Context: an optimization exercise on an open-source flow, tuned for small area, a short achievable clock period and few clock cycles. The choices shown serve that exercise and are no tape-out recipe.
Where RTL was checked, it was by simulation tests only, not by an equivalence proof against the original.
Power and IR drop assume default switching activity.

==> flow/design.v (excerpt) <==
module syncchan (
    input             clk,
    input             rst,           
    input      [8:0]  prog_len,      
    input      [63:0] sprite,        
    output     [7:0]  prog_addr,
    input      [15:0] prog_data,
    input             rel_valid,     
    input      [7:0]  rel_data,
    output reg        held,          
    output reg        tx_valid,      
    output reg [7:0]  tx_data,
    output reg        io_rd,
    output reg        io_wr,
    output     [15:0] io_addr,
    output     [7:0]  io_wdata,
    input      [7:0]  io_rdata,
    output reg        draw_valid,
    output reg [1:0]  draw_op,       
    output reg [8:0]  draw_x,
    output reg [7:0]  draw_y,
    output            done,
    output            fault,
    output     [1:0]  fault_cause,   
    output     [15:0] fault_info     
);
For scale: ~2,400 cells after synthesis, about 190 I/O pins.
Settings: LEC_CHECK=0, ABC_AREA=1, CAP_MARGIN=20, CORE_MARGIN=2, CORE_UTILIZATION=40, CTS_CLUSTER_DIAMETER=100, CTS_CLUSTER_SIZE=20, SETUP_SLACK_MARGIN=5, SLEW_MARGIN=20; clock period 10.0 ns.
standard.sh (not shown) runs the stock make flow with config.mk's settings and CLKGATE_MAP_FILE= SYNTH_SCRIPT=/design/flow/synth_recipe.tcl, a recipe that flattens the netlist after the stock synthesis.
==> flow/flow/run.sh <==
#!/bin/bash
set -euo pipefail
sed 's/SETUP_SLACK_MARGIN=5/SETUP_SLACK_MARGIN=6.45 "BUFFER_PORTS_ARGS=-buffer_cell sky130_fd_sc_hd__buf_1"/' standard.sh > standard_m.sh
bash standard_m.sh > standard.log 2>&1
Rerun with:
--- a/flow/design.v
+++ b/flow/design.v
@@ -39,17 +39,16 @@
     reg        ir_jmp;       
     reg        ir_prep;      
     reg [2:0]  step;
     reg        rel;          
     reg [7:0]  jw_tag;
     reg        jw_v;
     reg [7:0]  io_hi;        
     reg        io_kb, io_joy;    
-    reg [1:0]  io_wd;        
     reg        rpass;        
     reg [2:0]  rj;           
     reg [7:0]  rem;          
     reg        ax;           
     reg        rrun;         
     reg [3:0]  nj1;          
     reg [4:0] kf [0:7];      
     reg [7:0] joy;
@@ -130,17 +129,17 @@
     wire       sfar_next = !dx_small || !dy_small || x_wrap || y_hi || y_lo;
     wire go = rel | (rel_valid & (rel_data != 8'h00));
     assign prog_addr = na[7:0];
     assign done  = (state == S_DONE);
     assign fault = (state == S_FAULT);
     assign fault_cause = ir_fcause;
     assign fault_info  = ir;
     assign io_addr  = {io_hi, ~io_joy, ~io_joy, io_kb, 3'b111, ~io_wr, ~io_kb};
-    assign io_wdata = {6'd0, io_wd};
+    assign io_wdata = {6'd0, io_wr && (step[2] || step[1]), io_wr && !step[1]};
     reg [7:0] fname;
     always @(*) begin
         case (op)
             4'h4: begin
                 case (arg[4:0])
                     5'h0F: fname = m_v ? 8'h0C : 8'h09;
                     5'h10: fname = m_v ? 8'h0D : 8'h0A;
                     5'h11: fname = m_v ? 8'h0E : 8'h0B;
@@ -335,25 +334,23 @@
             ir_prep   <= (fop == OP_EMITH) && f_slow;
             tx_data   <= f_tx;
         end
         if (fetch) begin
             draw_op <= {1'b1, fop[0]};
             draw_x  <= (fop[0] == 1'b0) ? {7'd0, farg[1:0]} : {1'b0, pwpos_n};
             draw_y  <= (fop[0] == 1'b0) ? {7'd0, mb_n[farg[1:0]]} : wpos_n;
             io_hi   <= (fop == OP_KSAMP) ? 8'hFE : 8'h00;
-            io_wd   <= (fop == OP_MSAMP) ? 2'd1 : 2'd0;
             io_kb   <= (fop == OP_KSAMP);
             io_joy  <= (fop == OP_JSAMP);
         end else begin
             draw_op <= {1'b0, rpass};
             draw_x  <= {1'b0, rax} + {6'd0, c0};
             draw_y  <= ray + {5'd0, rj};
             io_hi   <= {io_hi[6:0], io_hi[7]};     
-            io_wd   <= (is_msamp && step[0]) ? {1'b1, step[1]} : 2'd0;
         end
         if (!rst) begin
             if (fetch) begin
                 tx_valid   <= !at_end && (fop == OP_EMITC || fop == OP_EMITHI ||
                               (fop == OP_EMITH && farg[7:5] == 3'd0 && !f_slow && !f_unw));
                 io_rd      <= !at_end && (fop == OP_KSAMP || fop == OP_JSAMP) && farg == 8'h00;
                 io_wr      <= !at_end && fop == OP_MSAMP && farg == 8'h00;
                 draw_valid <= !at_end && ((fop == OP_PBTN && farg[7:2] == 6'd0 && m_vn) ||
Clock power rises by about 2%.
Power is lower by 0.91%.
Clock-buffer cell count rises by 2.
Wire length is lower by 3.5%.
Synthesized cell count is lower by 0.55%.
Non-clock buffer count is higher by 2.
Worst setup slack improves by 0.063 ns.
Maximum frequency rose by 1.8%.
Design area barely changes.
Area after synthesis goes down by 1.2%.
Testbench counts after the change, summed over its fixed seeds: cycles 11,506.
The RTL of the first run of this note was laid out without a check of its function.

---

Setup of job 668:
syncchan with an RTL version that a note above also has.
For scale: roughly 270 flip-flops, roughly 190 I/O pins, roughly 0.017 mm^2 of cells after synthesis.
Settings: LEC_CHECK=0, ABC_AREA=1, CAP_MARGIN=20, CORE_MARGIN=2, CORE_UTILIZATION=40, CTS_CLUSTER_DIAMETER=100, CTS_CLUSTER_SIZE=20, SETUP_SLACK_MARGIN=5, SLEW_MARGIN=20; clock period 10.0 ns.
==> flow/flow/run.sh <==
#!/bin/bash
set -euo pipefail
sed 's/SETUP_SLACK_MARGIN=5/SETUP_SLACK_MARGIN=6.3 "BUFFER_PORTS_ARGS=-buffer_cell sky130_fd_sc_hd__buf_1"/' standard.sh > standard_m.sh
bash standard_m.sh > standard.log 2>&1
Testbench counts of job 668, summed over its fixed seeds: cycles 11,506.
Modified inputs, job 2902 compared to job 668
--- a/flow/design.v
+++ b/flow/design.v
@@ -33,25 +33,24 @@
     reg [1:0]  state;
     reg [8:0]  na;           
     reg [15:0] ir;           
     reg        ir_fault;     
     reg [1:0]  ir_fcause;
     reg        ir_wait;      
     reg        ir_jmp;       
     reg        ir_prep;      
     reg [2:0]  step;
     reg        rel;          
     reg [7:0]  jw_tag;
     reg        jw_v;
-    reg [7:0]  io_hi;        
     reg        io_kb, io_joy;    
     reg        rpass;        
     reg [2:0]  rj;           
     reg [7:0]  rem;          
     reg        ax;           
     reg        rrun;         
     reg [3:0]  nj1;          
     reg [4:0] kf [0:7];      
     reg [7:0] joy;
     reg [7:0] mx, my, mb, pmx, pmy, pmb;
     reg [7:0] ppx, ppy, pwpos;
     reg       kf_v, joy_v, m_v, pm_v, pp_v;
@@ -124,25 +123,26 @@
     wire dx_small = (dx[7:3] == 5'b00000) || (dx[7:3] == 5'b11111 && dx[2:0] != 3'd0);
     wire dy_small = (dy[7:3] == 5'b00000) || (dy[7:3] == 5'b11111 && dy[2:0] != 3'd0);
     wire x_wrap = x1[8];
     wire [3:0] sdx_next = 4'd0 - dx[3:0];
     wire [3:0] sdy_next = 4'd0 - dy[3:0];
     wire       sfar_next = !dx_small || !dy_small || x_wrap || y_hi || y_lo;
     wire go = rel | (rel_valid & (rel_data != 8'h00));
     assign prog_addr = na[7:0];
     assign done  = (state == S_DONE);
     assign fault = (state == S_FAULT);
     assign fault_cause = ir_fcause;
     assign fault_info  = ir;
-    assign io_addr  = {io_hi, ~io_joy, ~io_joy, io_kb, 3'b111, ~io_wr, ~io_kb};
+    assign io_addr  = {io_kb ? ~(8'd1 << step) : 8'h00,
+                       ~io_joy, ~io_joy, io_kb, 3'b111, ~io_wr, ~io_kb};
     assign io_wdata = {6'd0, io_wr && (step[2] || step[1]), io_wr && !step[1]};
     reg [7:0] fname;
     always @(*) begin
         case (op)
             4'h4: begin
                 case (arg[4:0])
                     5'h0F: fname = m_v ? 8'h0C : 8'h09;
                     5'h10: fname = m_v ? 8'h0D : 8'h0A;
                     5'h11: fname = m_v ? 8'h0E : 8'h0B;
                     default: fname = arg;
                 endcase
             end
@@ -329,32 +329,30 @@
             step      <= 3'd0;
             ir_fault  <= f_illegal || f_unw || f_badtgt;
             ir_fcause <= f_illegal ? F_ILLEGAL : f_badtgt ? F_BADTARGET : F_UNWRITTEN;
             ir_wait   <= fuse || (prog_data == 16'h0100);
             ir_jmp    <= !fuse && (fop == OP_JMP);
             ir_prep   <= (fop == OP_EMITH) && f_slow;
             tx_data   <= f_tx;
         end
         if (fetch) begin
             draw_op <= {1'b1, fop[0]};
             draw_x  <= (fop[0] == 1'b0) ? {7'd0, farg[1:0]} : {1'b0, pwpos_n};
             draw_y  <= (fop[0] == 1'b0) ? {7'd0, mb_n[farg[1:0]]} : wpos_n;
-            io_hi   <= (fop == OP_KSAMP) ? 8'hFE : 8'h00;
             io_kb   <= (fop == OP_KSAMP);
             io_joy  <= (fop == OP_JSAMP);
         end else begin
             draw_op <= {1'b0, rpass};
             draw_x  <= {1'b0, rax} + {6'd0, c0};
             draw_y  <= ray + {5'd0, rj};
-            io_hi   <= {io_hi[6:0], io_hi[7]};     
         end
         if (!rst) begin
             if (fetch) begin
                 tx_valid   <= !at_end && (fop == OP_EMITC || fop == OP_EMITHI ||
                               (fop == OP_EMITH && farg[7:5] == 3'd0 && !f_slow && !f_unw));
                 io_rd      <= !at_end && (fop == OP_KSAMP || fop == OP_JSAMP) && farg == 8'h00;
                 io_wr      <= !at_end && fop == OP_MSAMP && farg == 8'h00;
                 draw_valid <= !at_end && ((fop == OP_PBTN && farg[7:2] == 6'd0 && m_vn) ||
                                           (fop == OP_PSCR && farg == 8'h00 && pp_vn));
                 held       <= !at_end && (prog_data == 16'h0100 || fuse) && !rel_n;
             end else begin
                 tx_valid   <= more && (is_emithi || is_emith);
Findings:
[compare] base=job 668 new=job 2902: final clock period utilization by the worst path now larger, non-clock inverter count in the final layout now smaller.
Per the comparison of job 2902 with job 668, share of final layout cell area taken by clock buffers and inverters was more or less identical, final hold slack increased by 0.0092 ns relative to the old numbers.
Changes observed in job 2902 relative to job 668: max-slew headroom at the worst pin held; fmax saw a decrease; final area held; post-route minimum period went up; die area lost 0.50%.
Sort job 2902 and job 668 by clock insertion delay at the later pin of the skew report, descending, and job 668 comes first.
Testbench counts of job 2902, summed over its fixed seeds: cycles 11,506.

---

syncchan, a different RTL version from the one above (not shown whole).
For scale: ~1700 cells after synthesis, ~240 flip-flops, ~190 I/O pins, ~16000 µm² of cells after synthesis.
make LEC_CHECK=0 CAP_MARGIN=20 CORE_MARGIN=2 CORE_UTILIZATION=40 SETUP_SLACK_MARGIN=5 SLEW_MARGIN=20 finish   # period 10.0 ns
run.sh (not shown) runs the stock make flow with config.mk's settings and CLKGATE_MAP_FILE= SYNTH_SCRIPT=/design/flow/synth_recipe.tcl, a recipe that flattens the netlist after the stock synthesis.
Stock flow here: none of the scripts above is used.
Testbench counts at the start, summed over its fixed seeds: cycles 11,866.
Rerun with:
--- a/flow/design.v
+++ b/flow/design.v
@@ -33,20 +33,22 @@
     reg [1:0]  state;
     reg [8:0]  na;           
     reg [15:0] ir;           
     reg        ir_fault;     
     reg [1:0]  ir_fcause;
     reg        ir_wait;      
     reg        ir_jmp;       
     reg        ir_prep;      
     reg [2:0]  step;
     reg        rel;          
+    reg [7:0]  jw_tag;
+    reg        jw_v;
     reg [7:0]  txr;          
     reg        rpass;        
     reg [2:0]  rj;           
     reg [7:0]  rem;          
     reg        ax;           
     reg        bv;           
     reg        bop;
     reg [8:0]  bx;
     reg [7:0]  by;
     reg [4:0] kf [0:7];      
@@ -160,22 +162,23 @@
     assign io_wdata = {6'd0, (is_msamp && !step[0]) ? step[2:1] + 2'd1 : 2'd0};
     assign draw_valid = run && ((is_render && bv) || is_pbtn || is_pscr);
     assign draw_op = is_render ? {1'b0, bop} : is_pbtn ? 2'd2 : 2'd3;
     assign draw_x  = is_render ? bx : is_pbtn ? {7'd0, arg[1:0]} : {1'b0, pwpos};
     assign draw_y  = is_render ? by : is_pbtn ? {7'd0, mb[arg[1:0]]} : wpos;
     wire [2:0] c0;                    
     wire [7:0] rem_rest;
     wire       rlast_row = (rem_rest == 8'h00);
     reg cmd_last;
     always @(*) begin
-        case (op)
-            4'h1:          cmd_last = go;
+        if (ir_wait)
+            cmd_last = go;
+        else case (op)
             4'h3, 4'h4:    cmd_last = step[0] && !ir_prep;
             4'h5:          cmd_last = (step == 3'd7);
             4'h7:          cmd_last = (step == 3'd5);
             4'h9:          cmd_last = ax;
             default:       cmd_last = 1'b1;
         endcase
     end
     wire wr_kf   = run && is_ksamp;
     wire wr_joy  = run && is_jsamp;
     wire ms      = run && is_msamp;
@@ -250,42 +253,46 @@
         for (k = 7; k >= 0; k = k - 1)
             if (rem[k]) c0r = k[2:0];
     end
     assign c0 = c0r;
     assign rem_rest = rem & ~(8'd1 << c0);
     wire [7:0] rax = rpass ? px : ppx;
     wire [7:0] ray = rpass ? py : ppy;
     wire fetch = (state == S_FETCH) || (run && cmd_last);
     wire at_end = !(exec && ir_jmp) && (na == prog_len);
     wire rfetch = fetch && !at_end && (prog_data == 16'h0900);
+    wire fuse = jw_v && (fop == OP_JMP) && (farg == jw_tag);
     always @(posedge clk) begin
         if (rst) begin
             state <= S_FETCH;
             na    <= 9'd0;
             rel   <= 1'b0;
+            jw_v  <= 1'b0;
             kf_v <= 1'b0; joy_v <= 1'b0; m_v <= 1'b0; pm_v <= 1'b0; pp_v <= 1'b0;
             px <= PX_RESET; py <= PY_RESET; wpos <= WPOS_RESET;
         end else begin
             if (run && ir_wait && go)
                 rel <= 1'b0;                         
             else if (rel_valid)
                 rel <= (rel_data != 8'h00);
             if (exec && ir_fault)
                 state <= S_FAULT;
             else if (fetch) begin
                 if (at_end)
                     state <= S_DONE;
                 else begin
                     state <= S_EXEC;
-                    na    <= {1'b0, prog_addr} + 9'd1;
+                    na    <= {1'b0, fuse ? farg : prog_addr} + 9'd1;
                 end
             end
+            if (fetch && exec && ir_jmp)
+                jw_v <= (prog_data == 16'h0100);
             kf_v <= kf_vn; joy_v <= joy_vn; m_v <= m_vn; pm_v <= pm_vn; pp_v <= pp_vn;
             if (wr_ps) begin
                 px <= px_next; py <= py_next; wpos <= wpos_next;
             end
         end
         if (wr_kf) kf[step] <= io_rdata[4:0];
         if (wr_joy) joy <= io_rdata;
         if (wr_pm) begin pmx <= mx; pmy <= my; pmb <= mb; end
         if (wr_mx) mx <= io_rdata;
         if (wr_my) my <= ~io_rdata;
@@ -309,22 +316,24 @@
             bv  <= (rem != 8'h00);
             if (rlast_row) begin
                 if (rpass && rj == 3'd7)
                     ax <= 1'b1;
                 else begin
                     rpass <= lp; rj <= lj; rem <= lmask;
                 end
             end else
                 rem <= rem_rest;
         end
+        if (fetch && exec && ir_jmp)
+            jw_tag <= arg;
         if (fetch) begin
             ir        <= prog_data;
             step      <= 3'd0;
             ir_fault  <= f_illegal || f_unw || f_badtgt;
             ir_fcause <= f_illegal ? F_ILLEGAL : f_badtgt ? F_BADTARGET : F_UNWRITTEN;
-            ir_wait   <= (prog_data == 16'h0100);
-            ir_jmp    <= (fop == OP_JMP);
+            ir_wait   <= fuse || (prog_data == 16'h0100);
+            ir_jmp    <= !fuse && (fop == OP_JMP);
             ir_prep   <= (fop == OP_EMITH) && f_slow;
             txr       <= f_tx;
         end
     end
 endmodule
Count of clock-buffer cells in the layout drops by 9.
Global-route usage drops by 0.44 points.
Power climbs by 30%.
Setup slack improves by 25 ps.
Hold slack degrades by 45 ps.
Register-to-register slack improves by 50 ps.
Clock skew climbs by 6.5 ps.
Non-clock buffer count climbs by 26.
Wire length drops by 0.54%.
Sequential power climbs by about 10%.
Final cell count climbs by 1.9%.
Via count climbs by 1.3%.
Testbench counts after the change, summed over its fixed seeds: cycles 11,506.

separate check: timing with driven ports:
The results above use ideal ports. As a check the final layouts listed here were re-extracted and re-timed, cells and wires unchanged.
Step 1 sets driving cells, clkbuf_16 on the clock port and buf_2 on the other inputs (assumed; they add their load-dependent delay and slew).
Step 2 also shifts input and output timing later by t, the mid clock arrival at the registers, as if the neighbouring blocks saw the same clock.
a / b / c = no drivers / after step 1 / after step 2; a / b = the first two.
run | t, ns | setup slack, ns | latest minus earliest clock arrival (ns) | worst slew at a driven data input, ns
the first run of note 1 | 0.585 | 6.492 / 6.441 / 5.940 | 0.020 / 0.021 | 0.06
the second run of note 1 | 0.566 | 6.555 / 6.501 / 6.023 | 0.019 / 0.019 | 0.06
job 668 | 0.568 | 6.380 / 6.330 / 5.908 | 0.036 / 0.036 | 0.06
job 2902 | 0.560 | 6.346 / 6.290 / 5.917 | 0.019 / 0.019 | 0.06
the first run of note 3 | 0.596 | 5.000 / 4.946 / 4.567 | 0.018 / 0.018 | 0.05
the second run of note 3 | 0.613 | 5.025 / 4.968 / 4.603 | 0.025 / 0.025 | 0.05
After both steps setup and hold are still met in every run listed. The setup slack of the first run of note 1, which loses most, moves by -0.051 ns with the drivers and by -0.552 ns with both steps.
